This design comes from an exercise in tuning for small area, a short achievable clock period and few clock cycles on the open sky130 flow, not from production work.
No run shown here included a check of the RTL's function; only the layout flow was run.
No activity file was given, so power comes from the tool's default toggle rates.

--- flow/config.mk ---
export PLATFORM = sky130hd
export DESIGN_NAME = bitrat_enc
export DESIGN_NICKNAME = bitrat_enc
export VERILOG_FILES = /design/flow/design.v
export SDC_FILE = /design/flow/constraint.sdc
export NUM_CORES = 4
export LEC_CHECK = 0
export ABC_CLOCK_PERIOD_IN_PS = 1500
export CAP_MARGIN = 20
export CORE_MARGIN = 2
export CORE_UTILIZATION = 40
export SETUP_SLACK_MARGIN = 2.0
export SLEW_MARGIN = 20
--- flow/constraint.sdc ---
create_clock -name core_clock -period 5.0 [get_ports {clk}]
set_input_delay 1.0000 -clock core_clock [delete_from_list [all_inputs] [get_ports {clk}]]
set_output_delay 1.0000 -clock core_clock [all_outputs]
set_load 0.01 [all_outputs]
--- flow/design.v ---
module bitrat_enc (
    input  wire        clk,
    input  wire        rst,         
    input  wire        start,
    input  wire        prev_bit,
    input  wire [12:0] len,         
    output reg  [11:0] in_addr,
    input  wire [7:0]  in_data,
    output reg         out_we,
    output reg  [12:0] out_addr,
    output reg  [7:0]  out_data,
    output reg         busy,
    output reg         done,
    output reg  [7:0]  cmask,
    output reg  [3:0]  maskw,
    output wire [12:0] count,
    output wire        last
);
    localparam [2:0] S_IDLE = 3'd0,
                     S_B2   = 3'd1,   
                     S_B1   = 3'd2,   
                     S_RUN  = 3'd3,   
                     S_GW   = 3'd4,   
                     S_PW   = 3'd5,   
                     S_SW   = 3'd6,   
                     S_RB   = 3'd7;   
    reg [2:0]  st;
    reg [11:0] lm1;       
    reg [11:0] icur;      
    reg        lastb;     
    reg        fullp;     
    reg        f_gs, f_bs, f_ps, f_ss;       
    reg        f_ge, f_be, f_pe, f_se;       
    reg [7:0]  d;
    reg        d00, dff;  
    reg        mbit;      
    reg        mode;      
    reg [12:0] ocur;      
    reg [12:0] gpos, ppos, spos;
    reg        g_has, p_has, s_has;    
    reg        pend_pw, pend_sw;       
    reg [7:0]  gmask, pmask, smask;
    reg [5:0]  ln;        
    reg [12:0] ocur_b;    
    reg        p_has_b, s_has_b, mbit_b;
    assign count = ocur;
    assign last  = mbit;
    wire grp_end  = f_ge || lastb;
    wire blk_end  = fullp && f_be;
    wire pair_end = f_pe || lastb;
    wire sec_end  = f_se || lastb;
    wire esc_mode = mode && fullp;
    wire [7:0] gm_base = f_gs ? 8'd0 : gmask;
    wire [7:0] pm_base = f_ps ? 8'd0 : pmask;
    wire [7:0] sm_base = f_ss ? 8'd0 : smask;
    wire [5:0] ln_base = f_bs ? 6'd0 : ln;
    wire       lit     = mbit ? !dff : !d00;
    wire [7:0] gm_next = gm_base | (lit ? (8'h80 >> icur[2:0]) : 8'd0);
    wire       wr      = esc_mode || lit;
    wire       ng      = esc_mode ? f_bs : (lit && !g_has);
    wire       np      = wr && !p_has;
    wire       ns      = wr && !s_has;
    wire [12:0] o1     = ocur + 13'd1;
    wire [12:0] o2     = ocur + 13'd2;
    wire [12:0] o3     = ocur + 13'd3;
    wire [12:0] o4     = ocur + 13'd4;
    wire [12:0] waddr  = ns ? o3 : np ? o2 : ng ? o1 : ocur;
    wire [12:0] onext  = ns ? o4 : np ? o3 : ng ? o2 : o1;
    wire [5:0] ln_next = ln_base + {5'd0, lit} + {5'd0, lit && !g_has};
    wire       esc     = (ln_base > 6'd32) ||
                         (lit && ((ln_base >= 6'd32) || (!g_has && ln_base >= 6'd31)));
    wire [5:0] ln_max  = (icur[4:3] == 2'd0) ? 6'd5  :
                         (icur[4:3] == 2'd1) ? 6'd14 :
                         (icur[4:3] == 2'd2) ? 6'd23 : 6'd32;
    wire       mism    = fullp && (mode ? (f_ge && (ln_next <= ln_max)) : esc);
    wire       p_act_n = p_has || wr;
    wire       s_act_n = s_has || wr;
    wire       gw      = grp_end && (esc_mode ? blk_end : lit);
    wire [7:0] pm_grp  = (grp_end && (gm_next != 8'd0)) ? (8'h80 >> icur[5:3]) : 8'd0;
    wire [7:0] pm_esc  = (blk_end && esc_mode && esc) ? (icur[5] ? 8'h0F : 8'hF0) : 8'd0;
    wire [7:0] sm_bit  = (pair_end && p_act_n && !mism) ? (8'h80 >> icur[8:6]) : 8'd0;
    wire [7:0] cm_bit  = (sec_end && s_act_n && !mism) ? (8'h80 >> icur[11:9]) : 8'd0;
    wire pw_run  = pair_end && p_act_n;
    wire sw_run  = sec_end && s_act_n;
    wire fin_run = gw || pw_run || sw_run || lastb;
    wire fin_st  = (st == S_GW) ? (pend_pw || pend_sw || lastb) :
                   (st == S_PW) ? (pend_sw || lastb) : lastb;
    wire stall   = (st == S_GW) || (st == S_PW) || (st == S_SW);
    wire step    = ((st == S_RUN) && !fin_run) || (stall && !fin_st);
    wire [11:0] inext   = icur + 12'd1;
    wire [6:0]  base_hi = icur[11:5] - {6'd0, f_bs};
    reg [2:0] st_n;
    reg       fin_n;      
    always @(*) begin
        st_n  = st;
        fin_n = 1'b0;
        case (st)
            S_IDLE: if (start && len != 13'd0) st_n = S_B2;
            S_B2:   st_n = S_B1;
            S_B1:   st_n = S_RUN;
            S_RB:   st_n = S_B2;
            S_RUN: begin
                if (mism)        st_n = S_RB;
                else if (gw)     st_n = S_GW;
                else if (pw_run) st_n = S_PW;
                else if (sw_run) st_n = S_SW;
                else if (lastb)  fin_n = 1'b1;
            end
            S_GW: begin
                if (pend_pw)      st_n = S_PW;
                else if (pend_sw) st_n = S_SW;
                else if (lastb)   fin_n = 1'b1;
                else              st_n = S_RUN;
            end
            S_PW: begin
                if (pend_sw)    st_n = S_SW;
                else if (lastb) fin_n = 1'b1;
                else            st_n = S_RUN;
            end
            S_SW: begin
                if (lastb) fin_n = 1'b1;
                else       st_n = S_RUN;
            end
            default: st_n = S_IDLE;
        endcase
        if (fin_n) st_n = S_IDLE;
    end
    always @(posedge clk) begin
        if (rst) begin
            st     <= S_IDLE;
            busy   <= 1'b0;
            done   <= 1'b0;
            out_we <= 1'b0;
        end else begin
            st     <= st_n;
            busy   <= (st_n != S_IDLE);
            done   <= fin_n || (st == S_IDLE && start && len == 13'd0);
            out_we <= ((st == S_RUN) && (wr || (!esc_mode && g_has))) || stall;
        end
    end
    always @(posedge clk) begin
        case (st)
            S_GW: begin
                out_addr <= gpos;
                out_data <= esc_mode ? 8'h00 : gmask;
            end
            S_PW: begin
                out_addr <= ppos;
                out_data <= pmask;
            end
            S_SW: begin
                out_addr <= spos;
                out_data <= smask;
            end
            default: begin
                out_addr <= wr ? waddr : gpos;
                out_data <= wr ? d : gm_base;
            end
        endcase
        if (!stall) begin
            d   <= in_data;
            d00 <= (in_data == 8'h00);
            dff <= (in_data == 8'hFF);
        end
        if (step || st == S_B2 || st == S_B1)
            in_addr <= in_addr + 12'd1;
        if (step) begin
            icur  <= inext;
            lastb <= (inext == lm1);
            fullp <= (inext[11:6] != lm1[11:6]) || (lm1[5:0] == 6'h3F);
            f_gs  <= (icur[2:0] == 3'd7);
            f_bs  <= (icur[4:0] == 5'd31);
            f_ps  <= (icur[5:0] == 6'd63);
            f_ss  <= (icur[8:0] == 9'h1FF);
            f_ge  <= (icur[2:0] == 3'd6);
            f_be  <= (icur[4:0] == 5'd30);
            f_pe  <= (icur[5:0] == 6'd62);
            f_se  <= (icur[8:0] == 9'h1FE);
        end
        case (st)
            S_IDLE: begin
                if (start) begin
                    lm1     <= len[11:0] - 12'd1;
                    maskw   <= len[12:9] + {3'd0, (len[8:0] != 9'd0)};
                    lastb   <= (len == 13'd1);
                    fullp   <= (len[12:6] != 7'd0);
                    f_gs    <= 1'b1;
                    f_bs    <= 1'b1;
                    f_ps    <= 1'b1;
                    f_ss    <= 1'b1;
                    f_ge    <= 1'b0;
                    f_be    <= 1'b0;
                    f_pe    <= 1'b0;
                    f_se    <= 1'b0;
                    g_has   <= 1'b0;
                    p_has   <= 1'b0;
                    s_has   <= 1'b0;
                    mbit    <= prev_bit;
                    mode    <= 1'b0;
                    icur    <= 12'd0;
                    in_addr <= 12'd0;
                    ocur    <= 13'd0;
                    cmask   <= 8'd0;
                end
            end
            S_RB: begin
                icur    <= {base_hi, 5'd0};
                in_addr <= {base_hi, 5'd0};
                lastb   <= 1'b0;
                fullp   <= 1'b1;
                f_gs    <= 1'b1;
                f_bs    <= 1'b1;
                f_ps    <= !base_hi[0];
                f_ss    <= (base_hi[3:0] == 4'd0);
                f_ge    <= 1'b0;
                f_be    <= 1'b0;
                f_pe    <= 1'b0;
                f_se    <= 1'b0;
                mode    <= ~mode;
                ocur    <= ocur_b;
                g_has   <= 1'b0;
                p_has   <= p_has_b;
                s_has   <= s_has_b;
                mbit    <= mbit_b;
            end
            S_RUN: begin
                if (f_bs && fullp) begin
                    ocur_b  <= ocur;
                    p_has_b <= p_has;
                    s_has_b <= s_has;
                    mbit_b  <= mbit;
                end
                if (ns) spos <= ocur;
                if (np) ppos <= ns ? o1 : ocur;
                if (ng) gpos <= ns ? o2 : np ? o1 : ocur;
                if (lit) mbit <= d[0];
                if (wr) ocur <= onext;
                gmask   <= gm_next;
                ln      <= ln_next;
                g_has   <= !grp_end && (g_has || lit);
                p_has   <= !pair_end && p_act_n;
                s_has   <= !sec_end && s_act_n;
                pend_pw <= pw_run;
                pend_sw <= sw_run;
                pmask   <= pm_base | pm_grp | pm_esc;
                smask   <= sm_base | sm_bit;
                cmask   <= cmask | cm_bit;
            end
            default: ;
        endcase
    end
endmodule
--- flow/run.sh ---
#!/bin/bash
# synth_recipe.tcl (not shown) runs the flow's synth.tcl, then flattens the netlist and writes it again
# the make line also repeats each setting of config.mk as NAME=value (left out here)
make -C /OpenROAD-flow-scripts/flow DESIGN_CONFIG=/design/flow/config.mk WORK_HOME=/design/flow/orfs CLKGATE_MAP_FILE= SYNTH_SCRIPT=/design/flow/synth_recipe.tcl finish
==> run notes, run 1 <==
* Die X-Extent at around 170 µm
* Slew HR at 0.269
* First-pass GRT wire length at 52,600 µm
* Clock buffer depth at 2
* Mapped Area at around 0.011 mm²
* EDFF count, synth at between 100 and 150
* Post-synth ARST share at 0
* VDD IR-drop max at around 0.0002 V
* Core Rows at 61
* Vias in the first global route at 9,043
* WP data arrival at about 4000 ps
* WL per Instance at around 21 µm
* Mean Syn Cell Area at between 9 and 10 µm²
* Min Tclk post-route at roughly 3600 ps
* Status: complete, no violations
* Die area at about 0.030 mm²
* First-pass DRT Iterations at 5
* Final Hold Viols at 0
* Layout Cells excl Fill at 1,660
* Startpoint types: register
* Initial antenna violation count at 0
* Worst setup EP type: register
* Final GP Congestion at 0.925
* Area Overhead vs Synth at 21.1%
* Synth Register Bits at 200
* Post-Route Utilization at 0.492
* Max-cap violations at 0
* P per Cell Area at 285 mW/mm²
* Antenna-violating nets left at 0
* Dpl cells at ~1,600
* CTS Sinks at 200
* DP HPWL at roughly 23,000 µm
* Hold WC Path Type: reg -> reg
* Antenna Diode Count at 0
* GRT Overall Usage at 0.232
* Synth cell types at between 60 and 70
* Root buf cell: clkbuf_16
* Period utilisation layout at 0.729
* Drt initial violations at 1,078
* Synth warn at 1
* RSZ-0062 raised after global routing: true
* DRC Markers at 0
* Post-synthesis sequential area ratio at 0.478
* Routed wire length at between 30,000 and 40,000 µm
* # setup viols final at 0
* CP Max Fanout at 5
* Buf/Inv on CP at 4
* Clock skew at 15.8 ps
* NumNets Final at ~1,300
* Delay-heaviest family, CP: compound AO/OA/AOI/OAI gates
* # IOs at 87
* Reg clk slew, reported paths at about 90 ps
* Most Frequent Cell on Critical Path: buf_12
* Worst-margin pin slew at ~1100 ps
* H-tree depth at 4
* Worst-path cell chain: mux2i_4 -> buf_12 -> buf_12 -> nand2b_4 -> fa_2 -> inv_2 -> nand3_2 -> xor2_1 -> nor2_1 -> ha_1 -> buf_6 -> nand4_1 -> a21oi_2 -> o32a_1 -> a2bb2oi_4 -> a221o_1 -> and3b_1
* Largest net degree at the start of global routing at 40
* Worst Path Required at 5400 ps
* Initial core utilization at 0.406
* Vias per cell at between 5 and 6
* Worst-Skew Late Latency at 460 ps
* CTS Buf Count at 17
* Syn_nets at ~1,200
* Leakage at 4.77 nW
* Via count at 9,723
* Slowest CP cell: edfxtp_1
* Critical path type: reg -> reg
* Sum Neg Setup Slack at 0 ps
* Synth Flop Type: edfxtp_1
* Grt ovf at 0
* Max Slew Vio Count at 0
* Share of cells above drive strength 1 at 0.119
* Fin Hold WS at between 500 and 600 ps
* Port Buf Inserts at 86
* Die Y at 172 µm
* Worst path max stage delay at roughly 420 ps
* Syn Inst Count at between 1,000 and 1,500
* CTS tree: yes
* Area of the core at approximately 0.028 mm²
* FMAX at 0.274 GHz
==> cell families (layout without fill, tap and decap cells) <==
kind of cell               count (synthesis)  after routing  synth area share
buffers and inverters                    125            228            0.0442
and+or+nand+nor                          390            390             0.165
AOI/OAI and AO/OA                        307            307             0.173
xor gates and xnor gates                 102            102            0.0792
DFF                                      200            200             0.478
muxes                                     18             18            0.0184
adders and majority gates                 37             37            0.0417
==> power breakdown <==
group          total (W)  switching (W)  internal (W)
combinational   0.000531       0.000288      0.000243
clock            0.00145       0.000727      0.000719
sequential       0.00191      0.0000774       0.00184
total            0.00389        0.00109       0.00280
==> state kept, by name, indices dropped and copies added, names as in the netlist, 6 cells and up <==
signal and cells:
ocur 13, cmask 8, spos 13, smask 8
out_data 8, out_addr 13, icur 12, ln 6
ocur_b 13, gpos 13, pmask 8, lm1 12
gmask 8, in_addr 12, d 8, ppos 13
==> synthesized netlist by cell type (all sizes together) (4+ instances only) <==
cell type	count	area [µm²]
edfxtp	139	4170
nand2	118	443
nor2	103	387
a21oi	86	430
o21ai	70	350
xnor2	63	552
dfxtp	61	1220
clkbuf	53	199
inv	47	176
xor2	39	342
ha	36	450
nand3	34	170
nor3	30	150
o22ai	27	169
buf	22	113
nand4	19	119
a31oi	17	106
a211oi	15	113
nor2b	15	93.8
mux2	12	135
nand2b	12	75.1
a21o	10	75.1
a221o	10	100
o221ai	9	78.8
nor4	8	50.1
o211ai	8	60.1
and3	7	43.8
o31ai	7	52.6
o32ai	7	61.3
a22oi	6	45.0
mux2i	6	72.6
nor3b	6	45.0
or4	6	45.0
and2	5	33.8
and4	5	43.8
or2	5	31.3
or3	5	31.3
o2111ai	4	35.0
==> what timing repair did <==
action | CTS | global route
gates resized for setup | 18 | 25
cloned | 1 | 1
pin swaps | 14 | 11
hold buffers | 0 | 0
buffers inserted | 9 | 28
endpoints found under the hold margin | 0 | 0
setup endpoints to repair | 69 | 52
==> per-layer routing <==
metal	up-vias	share of wire	track usage
li1	4502	-	-
met1	4736	0.47	0.346
met2	445	0.43	0.342
met3	40	0.086	0.0458
met4	0	0.016	0.0610
met5	-	0	0
==> layout make-up <==
class	instances	area [µm²]
Tap cell	378	473
Clock inverter	15	176
Clock buffer	17	425
Inverter	50	203
Sequential cell	200	5400
Multi-Input combinational cell	854	5610
Timing Repair Buffer	145	1370
Timing Repair inverter	1	5.00
Fill cell	2630	14100
==> cell usage in the layout (no fill, tap or decap), types with 19 or more instances in the layout <==
cell / synthesis / layout
inv_1: 47 / 41
nand2_1: 118 / 116
xor2_1: 39 / 39
clkdlybuf4s50_1: 0 / 86
o21ai_0: 69 / 66
edfxtp_1: 139 / 139
xnor2_1: 63 / 63
nand3_1: 34 / 32
buf_4: 0 / 51
dfxtp_1: 61 / 60
nor3_1: 30 / 28
ha_1: 36 / 35
nor2_1: 103 / 99
o22ai_1: 27 / 27
nand4_1: 19 / 19
a21oi_1: 86 / 85
==> worst min-delay path: cells and delay by family (launching register included) <==
family	cells	cell delay, ps
flops	1	330
compound gates	1	70
simple gates	1	50
==> stage by stage <==
stage	power [W]	cell area, µm²	setup WS, ps
2_1_floorplan	0.00222	11400	1500
3_3_place_gp	0.00242	12500	1110
3_5_place_dp	0.00243	12500	1020
4_1_cts	0.00386	13300	1410
5_1_grt	0.00401	13700	1180
6_report	0.00389	13700	1360
==> worst paths after layout <==
kind / startpoint / to / slack (ps) / depth (start not counted)
hold / removal: in_addr[11] / in_addr[11] / 500 / 2
setup / recovery: mbit / st[0] / 1360 / 17
hold reg to reg: in_addr[11] / in_addr[11] / 500 / 2
setup reg to reg: mbit / st[0] / 1360 / 17
==> run 2: changes to the inputs <==
--- a/flow/config.mk
+++ b/flow/config.mk
@@ -9,5 +9,5 @@
 export CAP_MARGIN = 20
 export CORE_MARGIN = 2
 export CORE_UTILIZATION = 40
-export SETUP_SLACK_MARGIN = 2.0
+export SETUP_SLACK_MARGIN = 0
 export SLEW_MARGIN = 20
==> run 2 against run 1 <==
Global-route usage down 0.76 points. Worst setup slack lost 360 ps. Clock power barely moved. Sequential share of layout area increased by 1.7 points. Clock-buffer cell count unchanged. Sequential power about the same. Utilization is 2.0 points lower. Combinational power fell by 11%. Flip-flop and latch count did not move. Wire length fell by 4.4%. Synthesized cell count unchanged. Largest cell class unchanged. Largest power group unchanged.
==> run notes, run 2 <==
* Sw frac at 0.276 (-0.00495)
* Period utilisation layout at 0.802 (+0.0727)
* CTS tree: yes
* CP Depth at 17 (unchanged)
* Worst Path Required at 5260 ps (-140 ps)
* CTS Buf Count at 17 (unchanged)
* Clock skew at 16.3 ps (+0.491 ps)
* Die Y at 172 µm (unchanged)
* Drt initial violations at 990 (-8.2%)
* Clock buffer depth at 2 (unchanged)
* # setup viols final at 0 (unchanged)
* Reg-to-reg slack, setup at 990 ps (-360 ps)
* Reg clk slew, reported paths at 80 ps (about the same)
* Final GP Congestion at 0.879 (-5.0%)
* Initial antenna violation count at 0 (unchanged)
* Fin Hold WS at 513 ps (+11.6 ps)
* Post-CTS setup buffers at 0 (-9)
* Synth Flop Type: edfxtp_1
* Switching pwr at 0.00105 W (-3.5%)
* WHS Endpoint: in_addr[1]
* WL per Instance at 20.1 µm (-2.3%)
* Layout Cells excl Fill at 1,624 (-2.2%)
* Synth cell types at 68 (unchanged)
* DRC Markers at 0 (unchanged)
* Area of the core at 0.0278 mm² (unchanged)
* Leakage at 4.53 nW (-5.0%)
* FF-to-FF Start: mbit
* Worst reg2reg path endpoint: smask[0]
* Leading cell type in the layout, fill and taps excluded: edfxtp_1
* Hold Path Origin: in_addr[1]
* First-pass GRT wire length at 50,600 µm (-3.7%)
* Largest net degree at the start of global routing at 39 (-2.5%)
* Synth warn at 1 (unchanged)
* Dpl cells at 1,592 (+0.19%)
* Vias per cell at 5.75 (-1.9%)
* Slowest CP cell: edfxtp_1
* CP Max Fanout at 15 (+10)
* Internal power at 0.00277 W (-1.1%)
* Die X-Extent at 172 µm (unchanged)
* Max Slew Vio Count at 0 (unchanged)
* Syn_nets at 1,241 (unchanged)
* First-pass DRT Iterations at 6 (+1)
* P per Cell Area at 292 mW/mm² (+2.5%)
* Synth Area in Adders at 0.0417 (unchanged)
* Critical path type: reg -> reg
* Sequential share of power at 0.503 (+0.011)
* Mean Syn Cell Area at 9.57 µm² (unchanged)
* RSZ-0062 raised after global routing: false
* Core Rows at 61 (unchanged)
* GRT Overall Usage at 0.224 (-0.00762)
* # IOs at 87 (unchanged)
* Final Hold Viols at 0 (unchanged)
* Worst setup EP type: register
* Xor-xnor portion of the synthesized cell area at 0.0792 (unchanged)
* Worst-path cell chain: mux2i_4 -> buf_4 -> nand2b_1 -> fa_1 -> inv_1 -> ha_1 -> nand3_1 -> xor2_1 -> nor2_1 -> ha_1 -> nand4_1 -> a21oi_1 -> o32a_1 -> a2bb2oi_1 -> buf_4 -> nand2_1 -> o32ai_1
* Pre-CTS setup slack at 1010 ps (-12.4 ps)
* Status: complete, no violations
* Mapped Area at 0.0113 mm² (unchanged)
* Routed wire length at 32,600 µm (-4.4%)
* FMAX at 0.250 GHz (-9.1%)
* CTS Sinks at 200 (unchanged)
* DP HPWL at 22,800 µm (-0.43%)
* Synth top area share at 0.370 (unchanged)
* EDFF count, synth at 139 (unchanged)
* Initial core utilization at 0.406 (unchanged)
* Post-synthesis sequential area ratio at 0.478 (unchanged)
* Die area at 0.0296 mm² (unchanged)
* Power share of the clock group at 0.373 (about the same)
* Most common library cells after synthesis: edfxtp_1, nand2_1, nor2_1, a21oi_1, o21ai_0
* Sum Neg Setup Slack at 0 ps (unchanged)
* Max-cap violations at 0 (unchanged)
* Hold buffer count at cts at 0 (unchanged)
* Hold depth at 2 (unchanged)
* Grt ovf at 0 (unchanged)
* Most frequent cells in the layout: edfxtp_1, nand2_1, nor2_1
* Antenna-violating nets left at 0 (unchanged)
* Delay-heaviest family, CP: adder cells
* VDD IR-drop max at 0.000229 V (+12%)
* Leading area contributor after synthesis: edfxtp_1
* Worst-Skew Late Latency at 450 ps (about the same)
* Syn Inst Count at 1,179 (unchanged)
* Hold WC Path Type: reg -> reg
* Combinational Power Share at 0.124 (-0.012)
* Worst-margin pin slew at 1070 ps (-23.8 ps)
* Startpoint types: register
* Area Overhead vs Synth at 16.1%
* NumNets Final at 1,295 (-2.7%)
* Buf/Inv on CP at 3 (-1)
* Port Buf Inserts at 86 (unchanged)
* Top-count cell post-synth: edfxtp_1
* Slew HR at 0.281 (+0.0116)
* Vias in the first global route at 8,892 (-1.7%)
* Post-synthesis compound-gate area fraction at 0.173 (unchanged)
* Share of cells above drive strength 1 at 0.0626 (-0.0560)
* Post-Synth Simple-Gate Area at 0.165 (unchanged)
* WP data arrival at 4260 ps (+220 ps)
* H-tree depth at 4 (unchanged)
* Antenna Diode Count at 0 (unchanged)
* Worst-case reg-to-reg path depth at 17 (unchanged)
* Post-Route Utilization at 0.471 (-0.0204)
* Cts repair resizes at 0 (-18)
* Root buf cell: clkbuf_16
* Min Tclk post-route at 4010 ps (+363 ps)
* Worst Setup Slack, final at 992 ps (-363 ps)
* Synth area leaders: edfxtp_1, dfxtp_1, xnor2_1
* Post-synth ARST share at 0 (unchanged)
* Synth Register Bits at 200 (unchanged)
* Multiplexer share of the synthesized area at 0.0184 (unchanged)
* Worst path max stage delay at 450 ps (+30 ps)
* Via count at 9,333 (-4.0%)
* Largest family of logic cells by synthesized area: compound AO/OA/AOI/OAI gates
==> run 2: cell counts after synthesis <==
Identical to the previous run, type by type.
==> run 2: how the worst max path moves through the flow <==
stage,startpoint,end
floorplan,mbit,cmask[3]
global placement,mbit,st[0]
detailed placement,mbit,smask[5]
CTS,mbit,smask[5]
global route,mbit,smask[5]
finish,mbit,smask[0]
==> run 2: area by class of cell <==
cell class	count	area, µm²
fillers	2693	14700
multi-input cells	854	5400
flip-flops and latches	200	5400
repair buffers	110	1040
well taps	378	473
clock buffers	17	425
inverters	50	188
clock inverters	15	175
==> run 2: metal layers <==
| layer | up-vias | share of wire | GRT usage |
|---|---|---|---|
| met5 | - | 0 | 0 |
| met4 | 0 | 0.022 | 0.0687 |
| met3 | 48 | 0.075 | 0.0485 |
| met2 | 387 | 0.44 | 0.331 |
| met1 | 4464 | 0.47 | 0.328 |
| li1 | 4434 | - | - |
==> run 2: kinds of logic (layout without fill, tap and decap cells) <==
| family | Yosys count | in the layout |
|---|---|---|
| flops | 200 | 200 |
| simple gates | 390 | 390 |
| compound gates | 307 | 307 |
| fa+ha+maj | 37 | 37 |
| mux | 18 | 18 |
| buf+inv | 125 | 192 |
| xor+xnor | 102 | 102 |
==> run 2: worst register-to-register path, stage by stage, from the launching register on <==
cell       delay, ps
edfxtp_1         450
mux2i_4          360
buf_4            240
nand2b_1         100
fa_1             450
inv_1             90
ha_1             180
nand3_1          100
xor2_1           160
nor2_1            80
ha_1             320
nand4_1          120
a21oi_1          130
o32a_1           170
a2bb2oi_1        150
buf_4            230
nand2_1          200
o32ai_1          310
==> run 2: power by group through the flow <==
| stage | sequential, W | clock, W | combinational, W |
|---|---|---|---|
| after global placement | 0.00196 | 0 | 0.000464 |
| final | 0.00192 | 0.00143 | 0.000473 |
| after global routing | 0.00193 | 0.00151 | 0.000515 |
| after floorplan | 0.00193 | 0 | 0.000290 |
| after detailed placement | 0.00196 | 0 | 0.000467 |
| after CTS | 0.00192 | 0.00144 | 0.000470 |
==> run 2: metrics by stage <==
stage,area [µm²],total power [W]
detailed placement,12500,0.00242
CTS,13100,0.00383
global placement,12500,0.00242
finish,13100,0.00382
global route,13100,0.00396
floorplan,11300,0.00221
==> run 3: changes to the inputs <==
--- a/flow/design.v
+++ b/flow/design.v
@@ -32,7 +32,7 @@
     reg        f_gs, f_bs, f_ps, f_ss;       
     reg        f_ge, f_be, f_pe, f_se;       
     reg [7:0]  d;
-    reg        d00, dff;  
+    reg        lit;       
     reg        mbit;      
     reg        mode;      
     reg [12:0] ocur;      
@@ -54,7 +54,7 @@
     wire [7:0] pm_base = f_ps ? 8'd0 : pmask;
     wire [7:0] sm_base = f_ss ? 8'd0 : smask;
     wire [5:0] ln_base = f_bs ? 6'd0 : ln;
-    wire       lit     = mbit ? !dff : !d00;
+    wire       m_next  = (st == S_RUN && lit) ? d[0] : mbit;
     wire [7:0] gm_next = gm_base | (lit ? (8'h80 >> icur[2:0]) : 8'd0);
     wire       wr      = esc_mode || lit;
     wire       ng      = esc_mode ? f_bs : (lit && !g_has);
@@ -159,8 +159,7 @@
         endcase
         if (!stall) begin
             d   <= in_data;
-            d00 <= (in_data == 8'h00);
-            dff <= (in_data == 8'hFF);
+            lit <= m_next ? (in_data != 8'hFF) : (in_data != 8'h00);
         end
         if (step || st == S_B2 || st == S_B1)
             in_addr <= in_addr + 12'd1;
--- a/flow/config.mk
+++ b/flow/config.mk
@@ -5,7 +5,7 @@
 export SDC_FILE = /design/flow/constraint.sdc
 export NUM_CORES = 4
 export LEC_CHECK = 0
-export ABC_CLOCK_PERIOD_IN_PS = 1500
+export ABC_CLOCK_PERIOD_IN_PS = 2000
 export CAP_MARGIN = 20
 export CORE_MARGIN = 2
 export CORE_UTILIZATION = 40
==> run 3 against run 2 <==
Still clean on timing, DRC and antenna. Synthesized cell count shrank 8.7%. Via count down 5.9%. Combinational power is 18% lower. Non-clock buffer count is 4 lower. Clock power shrank 3%. Largest power group unchanged. Cell area is 4.1% lower.
==> run notes, run 3 <==
* # IOs at 87 (unchanged)
* WP data arrival at 4180 ps (-80 ps)
* Port Buf Inserts at 86 (unchanged)
* Worst Path Required at 5190 ps (-70 ps)
* WL per Instance at 20.3 µm (+1.0%)
* Worst setup EP type: register
* Mean Syn Cell Area at 10.0 µm² (+5.0%)
* Grt ovf at 0 (unchanged)
* Period utilisation layout at 0.797 (-0.00457)
* GRT Overall Usage at 0.215 (-0.00927)
* # setup viols final at 0 (unchanged)
* Initial core utilization at 0.404 (-0.00165)
* Syn_nets at 1,138 (-8.3%)
* Sum Neg Setup Slack at 0 ps (unchanged)
* Post-CTS setup buffers at 0 (unchanged)
* Post-synthesis sequential area ratio at 0.496 (+0.0181)
* Post-synth ARST share at 0 (unchanged)
* Die area at 0.0284 mm² (-4.1%)
* Antenna-violating nets left at 0 (unchanged)
* Routed wire length at 30,300 µm (-7.2%)
* Top-count cell post-synth: edfxtp_1
* Synth cell types at 71 (+4.4%)
* Leakage at 4.45 nW (-1.7%)
* Drt initial violations at 943 (-4.7%)
* Layout Cells excl Fill at 1,492 (-8.1%)
* First-pass DRT Iterations at 7 (+1)
* CTS Buf Count at 17 (unchanged)
* Most common library cells after synthesis: edfxtp_1, nor2_1, nand2_1, o21ai_0, a21oi_1
* Vias per cell at 5.89 (+2.4%)
* Final Hold Viols at 0 (unchanged)
* Leading cell type in the layout, fill and taps excluded: edfxtp_1
* Combinational Power Share at 0.107 (-0.017)
* Root buf cell: clkbuf_16
* Final GP Congestion at 0.882 (+0.32%)
* Leading area contributor after synthesis: edfxtp_1
* Critical path type: reg -> reg
* CTS Sinks at 199 (-0.50%)
* Hold buffer count at cts at 0 (unchanged)
* Share of cells above drive strength 1 at 0.0747 (+0.0121)
* Synth area leaders: edfxtp_1, dfxtp_1, ha_1
* Synth Flop Type: edfxtp_1
* First-pass GRT wire length at 47,500 µm (-6.2%)
* Largest net degree at the start of global routing at 38 (-2.6%)
* Most frequent cells in the layout: edfxtp_1, clkdlybuf4s50_1, nor2_1
* Slew HR at 0.275 (-0.00629)
* Post-Route Utilization at 0.470 (-0.00127)
* H-tree depth at 4 (unchanged)
* Clock skew at 13.3 ps (-3.02 ps)
* Vias in the first global route at 8,230 (-7.4%)
* Internal power at 0.00272 W (-1.8%)
* CP Max Fanout at 14 (-1)
* Status: complete, no violations
* FMAX at 0.251 GHz (+0.57%)
* Sw frac at 0.258 (-0.0179)
* Initial antenna violation count at 0 (unchanged)
* Core Rows at 60 (-1.6%)
* EDFF count, synth at 138 (-0.72%)
* Syn Inst Count at 1,076 (-8.7%)
* DP HPWL at 21,300 µm (-6.5%)
* Hold WC Path Type: reg -> reg
* Synth warn at 1 (unchanged)
* Antenna Diode Count at 0 (unchanged)
* Max Slew Vio Count at 0 (unchanged)
* RSZ-0062 raised after global routing: false
* NumNets Final at 1,200 (-7.3%)
* Synth Register Bits at 199 (-0.50%)
* Startpoint types: register
* Via count at 8,783 (-5.9%)
* Die X-Extent at 168 µm (-2.1%)
* P per Cell Area at 292 mW/mm² (about the same)
* Cts repair resizes at 0 (unchanged)
* Sequential share of power at 0.517 (+0.014)
* Synth top area share at 0.383 (+0.0134)
* Worst-Skew Late Latency at 450 ps (about the same)
* Min Tclk post-route at 3990 ps (-22.9 ps)
* Area Overhead vs Synth at 16.2%
* Dpl cells at 1,460 (-8.3%)
* VDD IR-drop max at 0.000184 V (-20%)
* Reg clk slew, reported paths at 70 ps (about the same)
* Die Y at 168 µm (-2.1%)
* CTS tree: yes
* Area of the core at 0.0267 mm² (-3.8%)
* Max-cap violations at 0 (unchanged)
* Power share of the clock group at 0.376 (+0.003)
* DRC Markers at 0 (unchanged)
* Mapped Area at 0.0108 mm² (-4.2%)
* Worst-margin pin slew at 1090 ps (+17.1 ps)
* Clock buffer depth at 2 (unchanged)
* Switching pwr at 0.000945 W (-10%)
[run 3: per-stage QoR]
step	instance area, µm²	worst slack (ps)	total power [W]	hold slack (ps)
after global routing	12600	767	0.00379	487
after CTS	12600	1040	0.00368	458
after detailed placement	12000	1070	0.00231	447
after floorplan	10800	1560	0.00214	421
final	12600	1010	0.00366	456
after global placement	12000	1130	0.00231	448
[run 3: cells by family (layout without fill, tap and decap cells)]
group / Yosys count / after routing / share of synthesized area
muxes: 21 / 21 / 0.0211
buffers and inverters: 106 / 181 / 0.0397
DFF: 199 / 199 / 0.496
AOI/OAI and AO/OA: 280 / 280 / 0.171
and+or+nand+nor: 344 / 344 / 0.156
adders and majority gates: 37 / 37 / 0.0435
xor gates and xnor gates: 89 / 89 / 0.0721
[run 3: power groups by stage]
stage          Sequential, W  Combinational, W  Clock (W)
6_report             0.00189          0.000390    0.00138
5_1_grt              0.00190          0.000424    0.00147
4_1_cts              0.00189          0.000387    0.00140
3_5_place_dp         0.00193          0.000385          0
3_3_place_gp         0.00193          0.000383          0
2_1_floorplan        0.00190          0.000234          0
[run 3: layout make-up]
cell class	instances	area (µm²)
clock buffer	19	443
clock inverter	13	138
fill	2532	14200
inverter	43	161
multi-input combinational	771	5020
sequential	199	5370
tap	341	427
timing repair buffer	106	1010
[run 3: metal layers]
layer	global-route usage	vias up	part of all wire
met5	0	-	0
met4	0.0540	0	0.015
met3	0.0355	43	0.074
met2	0.319	346	0.43
met1	0.325	4260	0.48
li1	-	4134	-
[run 3: critical path, cell delays in order, from the launching register on]
cell and delay [ps]:
edfxtp_1 620, nand2b_1 230, fa_1 460, inv_1 90, ha_1 190, nand3_1 100, xor2_1 150, nor2_1 180
ha_1 280, nand4_1 120, a21oi_1 50, o32a_1 360, o32a_1 350, and3_1 300, a32o_1 260
[run 3: worst paths after layout]
check / slack [ps] / endpoint / cells past startpoint / startpoint
worst max-delay path: 1010 / smask[0] / 14 / lit
worst min-delay path: 460 / f_be / 2 / f_be
worst max register to register: 1010 / smask[0] / 14 / lit
worst min register to register: 460 / f_be / 2 / f_be
==> run 4: changes to the inputs <==
--- a/flow/design.v
+++ b/flow/design.v
@@ -25,8 +25,7 @@
                      S_SW   = 3'd6,   
                      S_RB   = 3'd7;   
     reg [2:0]  st;
-    reg [11:0] lm1;       
-    reg [11:0] icur;      
+    reg [12:0] lenr;      
     reg        lastb;     
     reg        fullp;     
     reg        f_gs, f_bs, f_ps, f_ss;       
@@ -41,10 +40,10 @@
     reg        pend_pw, pend_sw;       
     reg [7:0]  gmask, pmask, smask;
     reg [5:0]  ln;        
-    reg [12:0] ocur_b;    
     reg        p_has_b, s_has_b, mbit_b;
     assign count = ocur;
     assign last  = mbit;
+    wire [11:0] icur    = in_addr - 12'd2;
     wire grp_end  = f_ge || lastb;
     wire blk_end  = fullp && f_be;
     wire pair_end = f_pe || lastb;
@@ -72,7 +71,9 @@
     wire [5:0] ln_max  = (icur[4:3] == 2'd0) ? 6'd5  :
                          (icur[4:3] == 2'd1) ? 6'd14 :
                          (icur[4:3] == 2'd2) ? 6'd23 : 6'd32;
-    wire       mism    = fullp && (mode ? (f_ge && (ln_next <= ln_max)) : esc);
+    wire       fits    = lit ? (g_has ? (ln_base < ln_max) : (ln_base + 6'd2 <= ln_max))
+                             : (ln_base <= ln_max);       
+    wire       mism    = fullp && (mode ? (f_ge && fits) : esc);
     wire       p_act_n = p_has || wr;
     wire       s_act_n = s_has || wr;
     wire       gw      = grp_end && (esc_mode ? blk_end : lit);
@@ -87,7 +88,6 @@
                    (st == S_PW) ? (pend_sw || lastb) : lastb;
     wire stall   = (st == S_GW) || (st == S_PW) || (st == S_SW);
     wire step    = ((st == S_RUN) && !fin_run) || (stall && !fin_st);
-    wire [11:0] inext   = icur + 12'd1;
     wire [6:0]  base_hi = icur[11:5] - {6'd0, f_bs};
     reg [2:0] st_n;
     reg       fin_n;      
@@ -164,22 +164,22 @@
         if (step || st == S_B2 || st == S_B1)
             in_addr <= in_addr + 12'd1;
         if (step) begin
-            icur  <= inext;
-            lastb <= (inext == lm1);
-            fullp <= (inext[11:6] != lm1[11:6]) || (lm1[5:0] == 6'h3F);
-            f_gs  <= (icur[2:0] == 3'd7);
-            f_bs  <= (icur[4:0] == 5'd31);
-            f_ps  <= (icur[5:0] == 6'd63);
-            f_ss  <= (icur[8:0] == 9'h1FF);
-            f_ge  <= (icur[2:0] == 3'd6);
-            f_be  <= (icur[4:0] == 5'd30);
-            f_pe  <= (icur[5:0] == 6'd62);
-            f_se  <= (icur[8:0] == 9'h1FE);
+            lastb <= (in_addr == lenr[11:0]);
+            if (in_addr[5:0] == 6'd1)
+                fullp <= ({1'b0, in_addr[11:6]} < lenr[12:6]);
+            f_gs  <= (in_addr[2:0] == 3'd1);
+            f_bs  <= (in_addr[4:0] == 5'd1);
+            f_ps  <= (in_addr[5:0] == 6'd1);
+            f_ss  <= (in_addr[8:0] == 9'd1);
+            f_ge  <= (in_addr[2:0] == 3'd0);
+            f_be  <= (in_addr[4:0] == 5'd0);
+            f_pe  <= (in_addr[5:0] == 6'd0);
+            f_se  <= (in_addr[8:0] == 9'd0);
         end
         case (st)
             S_IDLE: begin
                 if (start) begin
-                    lm1     <= len[11:0] - 12'd1;
+                    lenr    <= len;
                     maskw   <= len[12:9] + {3'd0, (len[8:0] != 9'd0)};
                     lastb   <= (len == 13'd1);
                     fullp   <= (len[12:6] != 7'd0);
@@ -196,14 +196,12 @@
                     s_has   <= 1'b0;
                     mbit    <= prev_bit;
                     mode    <= 1'b0;
-                    icur    <= 12'd0;
                     in_addr <= 12'd0;
                     ocur    <= 13'd0;
                     cmask   <= 8'd0;
                 end
             end
             S_RB: begin
-                icur    <= {base_hi, 5'd0};
                 in_addr <= {base_hi, 5'd0};
                 lastb   <= 1'b0;
                 fullp   <= 1'b1;
@@ -216,7 +214,8 @@
                 f_pe    <= 1'b0;
                 f_se    <= 1'b0;
                 mode    <= ~mode;
-                ocur    <= ocur_b;
+                ocur    <= (mode ? gpos : ocur) -
+                           ((mode ? 6'd0 : ln) + {5'd0, !s_has_b} + {5'd0, !p_has_b});
                 g_has   <= 1'b0;
                 p_has   <= p_has_b;
                 s_has   <= s_has_b;
@@ -224,7 +223,6 @@
             end
             S_RUN: begin
                 if (f_bs && fullp) begin
-                    ocur_b  <= ocur;
                     p_has_b <= p_has;
                     s_has_b <= s_has;
                     mbit_b  <= mbit;
==> run 4 against run 3 <==
Fmax decreased by 4.1%. Non-clock buffer count increased by 1. Register-to-register slack worse by 170 ps. Clock power about the same. Worst setup slack got worse by 170 ps. Largest cell class is now multi-input combinational cells. Synthesized cell count is 6.8% higher. Area after synthesis is 0.49% higher. Combinational power grew to 2.9 times the previous value. First-iteration DRC count is 6.5% higher. Cell count grew 4.6%. Still clean on timing, DRC and antenna. Sequential power fell by 6%.
==> run notes, run 4 <==
* Status: complete, no violations
* Synth warn at 1 (unchanged)
* Worst setup EP type: register
* Syn_nets at 1,230 (+8.1%)
* Hold Path Origin: f_be
* Met2 Resource Use GR at 0.350 (+0.0304)
* Worst-margin pin slew at 1020 ps (-67.0 ps)
* Initial antenna violation count at 0 (unchanged)
* CTS Buf Count at 17 (unchanged)
* Leading area contributor after synthesis: edfxtp_1
* Die Y at 169 µm (+0.24%)
* Leading cell type in the layout, fill and taps excluded: edfxtp_1
* Synth cell types at 78 (+9.9%)
* Slew HR at 0.320 (+0.0457)
* WP data arrival at 4400 ps (+220 ps)
* FF-to-FF Start: in_addr[3]
* RSZ-0062 raised after global routing: false
* Critical path type: reg -> reg
* Largest net degree at the start of global routing at 29 (-24%)
* Reg-to-reg slack, setup at 850 ps (-170 ps)
* Sum Neg Setup Slack at 0 ps (unchanged)
* Period utilisation layout at 0.831 (+0.0337)
* CTS tree: yes
* WHS Endpoint: f_be
* DRC Markers at 0 (unchanged)
* Final Hold Viols at 0 (unchanged)
* Hold WC Path Type: reg -> reg
* Met1 Use GR at 0.325 (about the same)
* First-pass DRT Iterations at 5 (-2)
* Most common library cells after synthesis: edfxtp_1, nor2_1, nand2_1, inv_1, o21ai_0
* H-tree depth at 4 (unchanged)
* Post-CTS setup buffers at 0 (unchanged)
* VDD IR-drop max at 0.000171 V (-7.2%)
* Reg clk slew, reported paths at 70 ps (about the same)
* Area Overhead vs Synth at 16.2% (about the same)
* Pre-CTS setup slack at 974 ps (-98.9 ps)
* Post-synthesis sequential area ratio at 0.439 (-0.0577)
* Hold depth at 2 (unchanged)
* First-pass GRT wire length at 50,300 µm (+5.9%)
* Post-synth ARST share at 0 (unchanged)
* Antenna Diode Count at 0 (unchanged)
* Grt ovf at 0 (unchanged)
* Filler cells at 2,571 (+1.5%)
* Vias per cell at 5.89 (about the same)
* Die X-Extent at 169 µm (+0.24%)
* Clock buffer depth at 2 (unchanged)
* CP Max Fanout at 20 (+6)
* DP HPWL at 23,200 µm (+8.9%)
* CTS Sinks at 175 (-12%)
* Synth area leaders: edfxtp_1, dfxtp_1, ha_1
* Initial core utilization at 0.405 (+0.000828)
* Worst-case reg-to-reg path depth at 10 (-4)
* Worst reg2reg path endpoint: smask[4]
* GRT Overall Usage at 0.227 (+0.0123)
* Met3 Usage GRT at 0.0423 (+0.00682)
* Root buf cell: clkbuf_16
* Most frequent cells in the layout: edfxtp_1, nor2_1, nand2_1
* Synth Register Bits at 175 (-12%)
* Max Slew Vio Count at 0 (unchanged)
* Antenna-violating nets left at 0 (unchanged)
* Startpoint types: register
* Synth top area share at 0.348 (-0.0350)
* Clock skew at 11.2 ps (-2.08 ps)
* Busiest layer in global routing: met2
* NumNets Final at 1,287 (+7.2%)
* Area of the core at 0.0268 mm² (+0.28%)
* Leakage at 4.78 nW (+7.3%)
* FMAX at 0.241 GHz (-4.1%)
* Mean Syn Cell Area at 9.45 µm² (-5.9%)
* Worst-Skew Late Latency at 440 ps (about the same)
* Share of cells above drive strength 1 at 0.0664 (-0.00827)
* Core Rows at 60 (unchanged)
* EDFF count, synth at 126 (-8.7%)
* Min Tclk post-route at 4150 ps (+169 ps)
* Port Buf Inserts at 86 (unchanged)
* Hold buffer count at cts at 0 (unchanged)
* Worst Setup Slack, final at 846 ps (-169 ps)
* Syn Inst Count at 1,149 (+6.8%)
* Drt initial violations at 1,004 (+6.5%)
* WL per Instance at 20.7 µm (+1.9%)
* Vias in the first global route at 8,811 (+7.1%)
* Mapped Area at 0.0109 mm² (+0.49%)
* CP Launch Point: in_addr[3]
* Via count at 9,186 (+4.6%)
* # IOs at 87 (unchanged)
* Worst Path Required at 5240 ps (+50 ps)
* P per Cell Area at 337 mW/mm² (+16%)
* Cts repair resizes at 0 (unchanged)
* Top-count cell post-synth: edfxtp_1
* Die area at 0.0285 mm² (+0.48%)
* Final GP Congestion at 0.901 (+2.2%)
* Synth Flop Type: edfxtp_1
* # setup viols final at 0 (unchanged)
* Routed wire length at 32,300 µm (+6.5%)
* Max-cap violations at 0 (unchanged)
[run 4: cell count changes after synthesis, sizes merged, moves of 8 or more]
cell and change:
a221o -9, a222oi -8, and3 -10, clkbuf +11, dfxtp -12, edfxtp -12, ha +16, inv +33
mux2i +13, nor2b +13, o22ai +12, o32ai +9
[run 4: per-stage QoR]
step / cell area (µm²) / instances / hold WS, ps / power, W / utilization
floorplan: 10900 / 1149 / 432 / 0.00251 / -
global placement: 12000 / 1528 / 459 / 0.00290 / 0.449
detailed placement: 12000 / 1528 / 463 / 0.00291 / 0.449
CTS: 12600 / 1560 / 471 / 0.00425 / 0.471
global route: 12600 / 1560 / 489 / 0.00446 / 0.471
finish: 12600 / 1560 / 473 / 0.00426 / 0.471
[run 4: cell families after synthesis]
| family | after synthesis | synth area share |
|---|---|---|
| DFF | 175 | 0.439 |
| buffers and inverters | 146 | 0.0517 |
| AOI/OAI and AO/OA | 294 | 0.178 |
| muxes | 32 | 0.0309 |
| adders and majority gates | 56 | 0.0673 |
| and+or+nand+nor | 355 | 0.161 |
| xor gates and xnor gates | 91 | 0.0734 |
[run 4: layer usage]
layer  wire length (µm)  vias up
li1                   -     4329
met1              14700     4395
met2              14400      418
met3               2580       44
met4                643        0
met5                  0        -
[run 4: final cells by class]
type,count,area [µm²],area share
tap,341,427,0.0338
clock inverter,13,115,0.00912
sequential,175,4760,0.377
multi-input combinational,828,5540,0.439
clock buffer,19,464,0.0368
inverter,77,289,0.0229
timing repair buffer,107,1020,0.0807
[run 4: how the worst max path moves through the flow]
stage | to | slack [ps] | depth (start not counted)
finish | smask[4] | 850 | 10
global route | smask[3] | 530 | 10
CTS | smask[3] | 890 | 10
detailed placement | smask[0] | 970 | 10
global placement | st[1] | 1130 | 10
floorplan | ocur[12] | 480 | 16
[run 4: power breakdown]
part	switching, W	leakage, nW	internal (W)	total (W)
clock	0.000651	0.283	0.000700	0.00135
sequential	0.000115	1.58	0.00165	0.00177
combinational	0.000669	2.92	0.000467	0.00114
[run 4: worst max-delay path, cell delays in order, from the launching register on]
cell,delay [ps]
dfxtp_1,470
nor3_1,560
xor2_1,430
ha_1,320
inv_1,80
ha_1,290
nand3_1,110
o311a_1,340
a2bb2oi_1,210
nand3_1,620
o32ai_1,510
==> run 5: changes to the inputs <==
--- a/flow/design.v
+++ b/flow/design.v
@@ -68,9 +68,9 @@
     wire [5:0] ln_next = ln_base + {5'd0, lit} + {5'd0, lit && !g_has};
     wire       esc     = (ln_base > 6'd32) ||
                          (lit && ((ln_base >= 6'd32) || (!g_has && ln_base >= 6'd31)));
-    wire [5:0] ln_max  = (icur[4:3] == 2'd0) ? 6'd5  :
-                         (icur[4:3] == 2'd1) ? 6'd14 :
-                         (icur[4:3] == 2'd2) ? 6'd23 : 6'd32;
+    wire [5:0] ln_max  = (in_addr[4:3] == 2'd1) ? 6'd5  :
+                         (in_addr[4:3] == 2'd2) ? 6'd14 :
+                         (in_addr[4:3] == 2'd3) ? 6'd23 : 6'd32;
     wire       fits    = lit ? (g_has ? (ln_base < ln_max) : (ln_base + 6'd2 <= ln_max))
                              : (ln_base <= ln_max);       
     wire       mism    = fullp && (mode ? (f_ge && fits) : esc);
@@ -78,7 +78,7 @@
     wire       s_act_n = s_has || wr;
     wire       gw      = grp_end && (esc_mode ? blk_end : lit);
     wire [7:0] pm_grp  = (grp_end && (gm_next != 8'd0)) ? (8'h80 >> icur[5:3]) : 8'd0;
-    wire [7:0] pm_esc  = (blk_end && esc_mode && esc) ? (icur[5] ? 8'h0F : 8'hF0) : 8'd0;
+    wire [7:0] pm_esc  = (blk_end && esc_mode && esc) ? (in_addr[5] ? 8'hF0 : 8'h0F) : 8'd0;
     wire [7:0] sm_bit  = (pair_end && p_act_n && !mism) ? (8'h80 >> icur[8:6]) : 8'd0;
     wire [7:0] cm_bit  = (sec_end && s_act_n && !mism) ? (8'h80 >> icur[11:9]) : 8'd0;
     wire pw_run  = pair_end && p_act_n;
--- a/flow/config.mk
+++ b/flow/config.mk
@@ -9,5 +9,5 @@
 export CAP_MARGIN = 20
 export CORE_MARGIN = 2
 export CORE_UTILIZATION = 40
-export SETUP_SLACK_MARGIN = 0
+export SETUP_SLACK_MARGIN = 2.1
 export SLEW_MARGIN = 20
==> run 5 against run 4 <==
Worst setup slack improved by 810 ps. Critical path depth rose by 3. Sequential share of layout area fell by 1.1 points. Global-route usage rose by 0.42 points. Sequential power rose by 34%. Clock power rose by 3%.
==> run notes, run 5 <==
* Routed wire length at 32,900 µm (+2.1%)
* Synth Register Bits at 175 (unchanged)
* Syn Inst Count at 1,098 (-4.4%)
* Min Tclk post-route at 3350 ps (-807 ps)
* Share of cells above drive strength 1 at 0.148 (+0.0815)
* Antenna Diode Count at 0 (unchanged)
* Reg-to-reg slack, setup at 1650 ps (+810 ps)
* Vias per cell at 6.00 (+1.9%)
* Synth top area share at 0.352 (+0.00398)
* RSZ-0062 raised after global routing: true
* WHS Endpoint: f_ge
* WP data arrival at 3530 ps (-870 ps)
* Area of the core at 0.0262 mm² (-2.2%)
* FMAX at 0.299 GHz (+24%)
* Post-synthesis sequential area ratio at 0.444 (+0.00501)
* DRT met1 WL at 14,900 µm (+1.3%)
* CTS Buf Count at 17 (unchanged)
* P per Cell Area at 544 mW/mm² (+61%)
* Hold depth at 2 (unchanged)
* Met3 WL post-DR at 2370 µm (-8.3%)
* Initial core utilization at 0.410 (+0.00451)
* Synth area leaders: edfxtp_1, dfxtp_1, ha_1
* GRT Overall Usage at 0.231 (+0.00425)
* Dpl cells at 1,460 (-4.5%)
* H-tree depth at 4 (unchanged)
* Leakage at 4.86 nW (+1.7%)
* Max Slew Vio Count at 0 (unchanged)
* Clock buffer depth at 2 (unchanged)
* Mean Syn Cell Area at 9.78 µm² (+3.5%)
* Startpoint types: register
* Worst Path Required at 5180 ps (-60 ps)
* Post-synth ARST share at 0 (unchanged)
* FF-to-FF Start: mode
* Max layer used: met4
* Initial antenna violation count at 0 (unchanged)
* Worst-margin pin slew at 961 ps (-59.0 ps)
* CTS Sinks at 175 (unchanged)
* # setup viols final at 0 (unchanged)
* DRC Markers at 0 (unchanged)
* Layout Cells excl Fill at 1,538 (-1.4%)
* First-pass GRT wire length at 50,600 µm (+0.70%)
* Core Rows at 59 (-1.7%)
* CTS tree: yes
* Die area at 0.0282 mm² (-1.1%)
* CP Max Fanout at 6 (-70%)
* Die Y at 168 µm (-0.55%)
* Die X-Extent at 168 µm (-0.55%)
* Final Hold Viols at 0 (unchanged)
* Worst-Skew Late Latency at 450 ps (about the same)
* Hold WC Path Type: reg -> reg
* DP HPWL at 22,500 µm (-3.0%)
* Reg clk slew, reported paths at 80 ps (about the same)
* Hold Path Origin: f_ge
* Most frequent cells in the layout: edfxtp_1, nand2_1, clkdlybuf4s50_1
* Slew HR at 0.357 (+0.0370)
* Status: complete, no violations
* # IOs at 87 (unchanged)
* Metal2 WL at 14,800 µm (+3.3%)
* Via count at 9,231 (+0.49%)
* Vias in the first global route at 8,880 (+0.78%)
* Synth cell types at 85 (+9.0%)
* Antenna-violating nets left at 0 (unchanged)
* Final GP Congestion at 0.874 (-2.9%)
* Root buf cell: clkbuf_16
* Max-cap violations at 0 (unchanged)
* Area Overhead vs Synth at 21.7%
* Sum Neg Setup Slack at 0 ps (unchanged)
* Most common library cells after synthesis: edfxtp_1, nand2_1, nor2_1, inv_1, clkbuf_1
* First-pass DRT Iterations at 5 (unchanged)
* Mapped Area at 0.0107 mm² (-1.1%)
* Filler cells at 2,367 (-7.9%)
* Worst-case reg-to-reg path depth at 13 (+3)
* WL per Instance at 21.4 µm (+3.6%)
* Drt initial violations at 966 (-3.8%)
* Clock skew at 15.6 ps (+4.41 ps)
* Largest net degree at the start of global routing at 51 (+76%)
* Worst reg2reg path endpoint: ocur[10]
* Period utilisation layout at 0.669 (-0.161)
* Syn_nets at 1,170 (-4.9%)
* EDFF count, synth at 126 (unchanged)
* VDD IR-drop max at 0.000269 V (+57%)
* Worst setup EP type: register
* Port Buf Inserts at 86 (unchanged)
* Leading cell type in the layout, fill and taps excluded: edfxtp_1
* Top-count cell post-synth: edfxtp_1
* Grt ovf at 0 (unchanged)
* Post-Route Utilization at 0.499 (+0.0277)
* NumNets Final at 1,262 (-1.9%)
* Leading area contributor after synthesis: edfxtp_1
* Critical path type: reg -> reg
* Synth warn at 1 (unchanged)
* Synth Flop Type: edfxtp_1
-- run 5: cell types whose count changed after synthesis, sizes merged, moves of 7 or more --
cell    delta
a221o      +7
ha         -9
a32o      +10
o21ai     -12
nor2b      +7
nand4      -8
inv       -11
o221ai     -8
a21oi     -15
nor4       -7
o31ai      -7
nor2      -23
xnor2     -10
-- run 5: worst max-delay path: stages (launching register included) --
cell,delay [ps]
edfxtp_1,500
o21a_1,250
fa_1,530
inv_2,40
fa_2,360
inv_2,70
fa_2,210
nor2b_2,50
o31a_1,260
o31a_1,310
buf_4,160
nor2_2,80
xor2_1,160
o22ai_1,90
-- run 5: timing repair --
action                                 in CTS  in global routing
cloned                                      1                  1
resized for setup                          26                 40
setup endpoints to repair                  87                 66
pin swaps                                   9                 14
hold buffers                                0                  0
setup buffers                              21                 23
endpoints found under the hold margin       0                  0
-- run 5: kinds of logic (layout without fill, tap and decap cells) --
| family | after synthesis | count (layout) | share of synthesized area |
|---|---|---|---|
| DFF | 175 | 175 | 0.444 |
| muxes | 35 | 35 | 0.0347 |
| buffers and inverters | 141 | 244 | 0.0525 |
| adders and majority gates | 47 | 47 | 0.0576 |
| AOI/OAI and AO/OA | 282 | 282 | 0.185 |
| xor gates and xnor gates | 78 | 78 | 0.0636 |
| and+or+nand+nor | 340 | 342 | 0.163 |
-- run 5: cell type report --
| class | instances | area (µm²) | share of cell area |
|---|---|---|---|
| Sequential cell | 175 | 4780 | 0.366 |
| Multi-Input combinational cell | 784 | 5650 | 0.432 |
| Timing Repair Buffer | 148 | 1370 | 0.105 |
| Tap cell | 335 | 419 | 0.0321 |
| Clock inverter | 15 | 174 | 0.0133 |
| Inverter | 64 | 251 | 0.0192 |
| Clock buffer | 17 | 425 | 0.0326 |
-- run 5: routing by layer --
metal	up-vias	GRT usage
li1	4284	-
met1	4471	0.325
met2	400	0.358
met5	-	0
met4	0	0.0820
met3	76	0.0442
-- run 5: where the power goes --
part / total, W / internal (W) / leakage, nW / switching [W]
Clock: 0.00139 / 0.000715 / 0.291 / 0.000672
Combinational: 0.00335 / 0.00146 / 2.98 / 0.00190
Sequential: 0.00237 / 0.00200 / 1.60 / 0.000374
Total: 0.00712 / 0.00417 / 4.86 / 0.00294
-- run 5: stage by stage --
stage          cell area [µm²]  setup slack, ps  total power [W]  hold slack, ps
2_1_floorplan            10800             1540          0.00434             421
3_3_place_gp             11800             1460          0.00533             467
3_5_place_dp             11800             1320          0.00534             475
4_1_cts                  12700             1730          0.00685             486
5_1_grt                  13100             1530          0.00751             519
6_report                 13100             1650          0.00712             491
-- run 5: worst max path at each step --
stage,from,endpoint,cells past startpoint
2_1_floorplan,mode,ocur[12],15
3_3_place_gp,ocur[1],ocur[12],13
3_5_place_dp,ocur[1],ocur[12],13
4_1_cts,mode,ocur[12],12
5_1_grt,mode,ocur[10],13
6_report,mode,ocur[10],13
==> run 6: changes to the inputs <==
--- a/flow/config.mk
+++ b/flow/config.mk
@@ -9,5 +9,5 @@
 export CAP_MARGIN = 20
 export CORE_MARGIN = 2
 export CORE_UTILIZATION = 40
-export SETUP_SLACK_MARGIN = 2.1
+export SETUP_SLACK_MARGIN = 1.6
 export SLEW_MARGIN = 20
==> run 6 against run 5 <==
Die area stayed put. Via count fell by 3.0%. Largest cell class unchanged. Power fell by 5.1%. Non-clock buffer count fell by 38. Sequential share of layout area grew 1.5 points. Hold slack worse by 12 ps. Cell count shrank 2.6%.
==> run notes, run 6 <==
* Status: complete, no violations
* GRT Overall Usage at 0.223 (-0.00848)
* Tot Pwr at 0.00675 W (-5.1%)
* Worst-Skew Late Latency at 440 ps (about the same)
* Synth Flop Type: edfxtp_1
* Die Y at 168 µm (unchanged)
* Synth warn at 1 (unchanged)
* # setup viols final at 0 (unchanged)
* Combinational Power Share at 0.451 (-0.020)
* RSZ-0062 raised after global routing: true
* Initial core utilization at 0.410 (unchanged)
* FMAX at 0.300 GHz (+0.49%)
* Syn Inst Count at 1,098 (unchanged)
* Port Buf Inserts at 86 (unchanged)
* Max Slew Vio Count at 0 (unchanged)
* Most common library cells after synthesis: edfxtp_1, nand2_1, nor2_1, inv_1, clkbuf_1
* Leading cell type in the layout, fill and taps excluded: edfxtp_1
* Dpl cells at 1,460 (unchanged)
* P per Cell Area at 540 mW/mm² (-0.89%)
* Sw frac at 0.411 (-0.00291)
* DRC Markers at 0 (unchanged)
* Critical path type: reg -> reg
* Startpoint types: register
* Die X-Extent at 168 µm (unchanged)
* Worst Setup Slack, final at 1670 ps (+16.2 ps)
* Area Overhead vs Synth at 16.5%
* Synth Register Bits at 175 (unchanged)
* Most frequent cells in the layout: edfxtp_1, nand2_1, clkdlybuf4s50_1
* Worst path max stage delay at 530 ps (about the same)
* CTS Buf Count at 17 (unchanged)
* Period utilisation layout at 0.666 (-0.00324)
* Post-synth ARST share at 0 (unchanged)
* Reg clk slew, reported paths at 70 ps (about the same)
* WP data arrival at 3510 ps (-20 ps)
* Largest net degree at the start of global routing at 51 (unchanged)
* Sequential share of power at 0.348 (+0.014)
* Final GP Congestion at 0.855 (-2.2%)
* DP HPWL at 22,200 µm (-1.4%)
* Initial antenna violation count at 0 (unchanged)
* Buf/Inv on CP at 3 (unchanged)
* Filler cells at 2,443 (+3.2%)
* Mapped Area at 0.0107 mm² (unchanged)
* Worst Path Required at 5180 ps (about the same)
* Routed wire length at 31,300 µm (-4.9%)
* Antenna Diode Count at 0 (unchanged)
* Synth area leaders: edfxtp_1, dfxtp_1, ha_1
* Slew HR at 0.412 (+0.0550)
* Drt initial violations at 957 (-0.93%)
* Pre-CTS setup slack at 1070 ps (-256 ps)
* Share of cells above drive strength 1 at 0.0868 (-0.0611)
* CTS Sinks at 175 (unchanged)
* Root buf cell: clkbuf_16
* Synth cell types at 85 (unchanged)
* Area of the core at 0.0262 mm² (unchanged)
* Delay-heaviest family, CP: adder cells
* CTS tree: yes
* Max-cap violations at 0 (unchanged)
* First-pass DRT Iterations at 5 (unchanged)
* Grt ovf at 0 (unchanged)
* Core Rows at 59 (unchanged)
* Post-synthesis sequential area ratio at 0.444 (unchanged)
* EDFF count, synth at 126 (unchanged)
* Worst setup EP type: register
* Layout Cells excl Fill at 1,498 (-2.6%)
* Hold WC Path Type: reg -> reg
* Leakage at 4.62 nW (-5.0%)
* Synth top area share at 0.352 (unchanged)
* Min Tclk post-route at 3330 ps (-16.2 ps)
* Leading area contributor after synthesis: edfxtp_1
* Sum Neg Setup Slack at 0 ps (unchanged)
* Worst-path cell chain: inv_2 -> ha_4 -> fa_1 -> inv_1 -> fa_2 -> inv_2 -> fa_2 -> nor2b_1 -> o31a_1 -> o31a_1 -> nor3b_2 -> xor2_1 -> o22ai_1
* Antenna-violating nets left at 0 (unchanged)
* WL per Instance at 20.9 µm (-2.4%)
* Vias in the first global route at 8,387 (-5.6%)
* Slowest CP cell: fa_1
* Internal power at 0.00398 W (-4.7%)
* H-tree depth at 4 (unchanged)
* Switching pwr at 0.00277 W (-5.8%)
* Worst-margin pin slew at 878 ps (-82.2 ps)
* Mean Syn Cell Area at 9.78 µm² (unchanged)
* First-pass GRT wire length at 48,800 µm (-3.6%)
* NumNets Final at 1,222 (-3.2%)
* Post-Route Utilization at 0.477 (-0.0214)
* Die area at 0.0282 mm² (unchanged)
* Clock buffer depth at 2 (unchanged)
* Vias per cell at 5.98 (-0.40%)
* Top-count cell post-synth: edfxtp_1
* Power share of the clock group at 0.200 (+0.005)
* Clock skew at 12.5 ps (-3.09 ps)
* Syn_nets at 1,170 (unchanged)
* Via count at 8,955 (-3.0%)
* Final Hold Viols at 0 (unchanged)
* VDD IR-drop max at 0.000226 V (-16%)
* # IOs at 87 (unchanged)
* CP Max Fanout at 4 (-2)
[run 6: power by group through the flow]
stage          Clock [W]  Sequential [W]  Combinational [W]
2_1_floorplan          0         0.00223            0.00211
6_report         0.00135         0.00235            0.00305
3_3_place_gp           0         0.00239            0.00293
4_1_cts          0.00137         0.00234            0.00300
3_5_place_dp           0         0.00239            0.00295
5_1_grt          0.00142         0.00239            0.00336
[run 6: final cells by class]
class	instances	area (µm²)	share of cell area
Clock buffer	18	429	0.0343
Clock inverter	14	145	0.0116
Inverter	64	240	0.0192
Multi-Input combinational cell	782	5470	0.437
Sequential cell	175	4760	0.381
Tap cell	335	419	0.0335
Timing Repair Buffer	110	1040	0.0832
[run 6: cell families (layout without fill, tap and decap cells)]
group | after synthesis | after routing | synth area share
compound gates | 282 | 282 | 0.185
xor+xnor | 78 | 78 | 0.0636
fa+ha+maj | 47 | 47 | 0.0576
buf+inv | 141 | 206 | 0.0525
flops | 175 | 175 | 0.444
mux | 35 | 35 | 0.0347
simple gates | 340 | 340 | 0.163
[run 6: what timing repair did]
action                     4_1_cts  5_1_grt
buffers inserted                 3        3
setup endpoints to repair       13       17
hold buffers                     0        0
pin swaps                        0        5
gates resized for setup          2        8
[run 6: final timing paths]
kind,start,end,slack [ps],depth (start not counted)
worst max register to register,s_has_b,ocur[12],1670,13
worst max-delay path,s_has_b,ocur[12],1670,13
worst min register to register,f_be,f_be,480,2
worst min-delay path,f_be,f_be,480,2
[run 6: metal layers]
layer  vias up  wire length [µm]  global-route usage
met2       393             14200               0.348
li1       4199                 -                   -
met1      4331             14300               0.317
met5         -                 0                   0
met4         0               415              0.0522
met3        32              2410              0.0494
[run 6: worst reg2reg max path: stages, from the launching register on]
cell	delay [ps]
edfxtp_1	400
inv_2	100
ha_4	200
fa_1	530
inv_1	60
fa_2	390
inv_2	70
fa_2	200
nor2b_1	60
o31a_1	300
o31a_1	310
nor3b_2	210
xor2_1	160
o22ai_1	90
[run 6: stage by stage]
| step | area, µm² | hold WS (ps) |
|---|---|---|
| after global placement | 11800 | 468 |
| after floorplan | 10800 | 421 |
| after detailed placement | 11800 | 467 |
| after global routing | 12500 | 500 |
| final | 12500 | 479 |
| after CTS | 12500 | 477 |

==> port drivers added, routing unchanged <==
Ports are ideal in the flow. The routed layouts listed here were re-timed in OpenROAD.
Step 1 sets driving cells, clkbuf_16 on the clock port and buf_2 on the other inputs (assumed; they add their load-dependent delay and slew).
Step 2 times the ports against the registers' clock, not the clock port: input delays grow and output delays shrink by t, the midpoint of the rising clock arrivals with the driver on.
a / b / c = ideal / step 1 / step 2; a / b = the first two.
run | shift t [ns] | setup WS [ns] | worst setup path after step 2 | clock arrival spread, ns
run 1 | 0.499 | 1.355 / 1.355 / 1.355 | register to register | 0.016 / 0.016
run 2 | 0.491 | 0.992 / 0.992 / 0.992 | register to register | 0.017 / 0.017
run 3 | 0.485 | 1.015 / 1.015 / 1.015 | register to register | 0.015 / 0.014
run 4 | 0.484 | 0.846 / 0.846 / 0.846 | register to register | 0.012 / 0.012
run 5 | 0.495 | 1.653 / 1.653 / 1.653 | register to register | 0.017 / 0.017
run 6 | 0.487 | 1.669 / 1.669 / 1.345 | input to register | 0.014 / 0.015
After both steps every run listed still meets setup and hold. For run 6, which loses most, drivers alone change the setup slack by 0.000 ns; drivers and shift together by -0.324 ns.
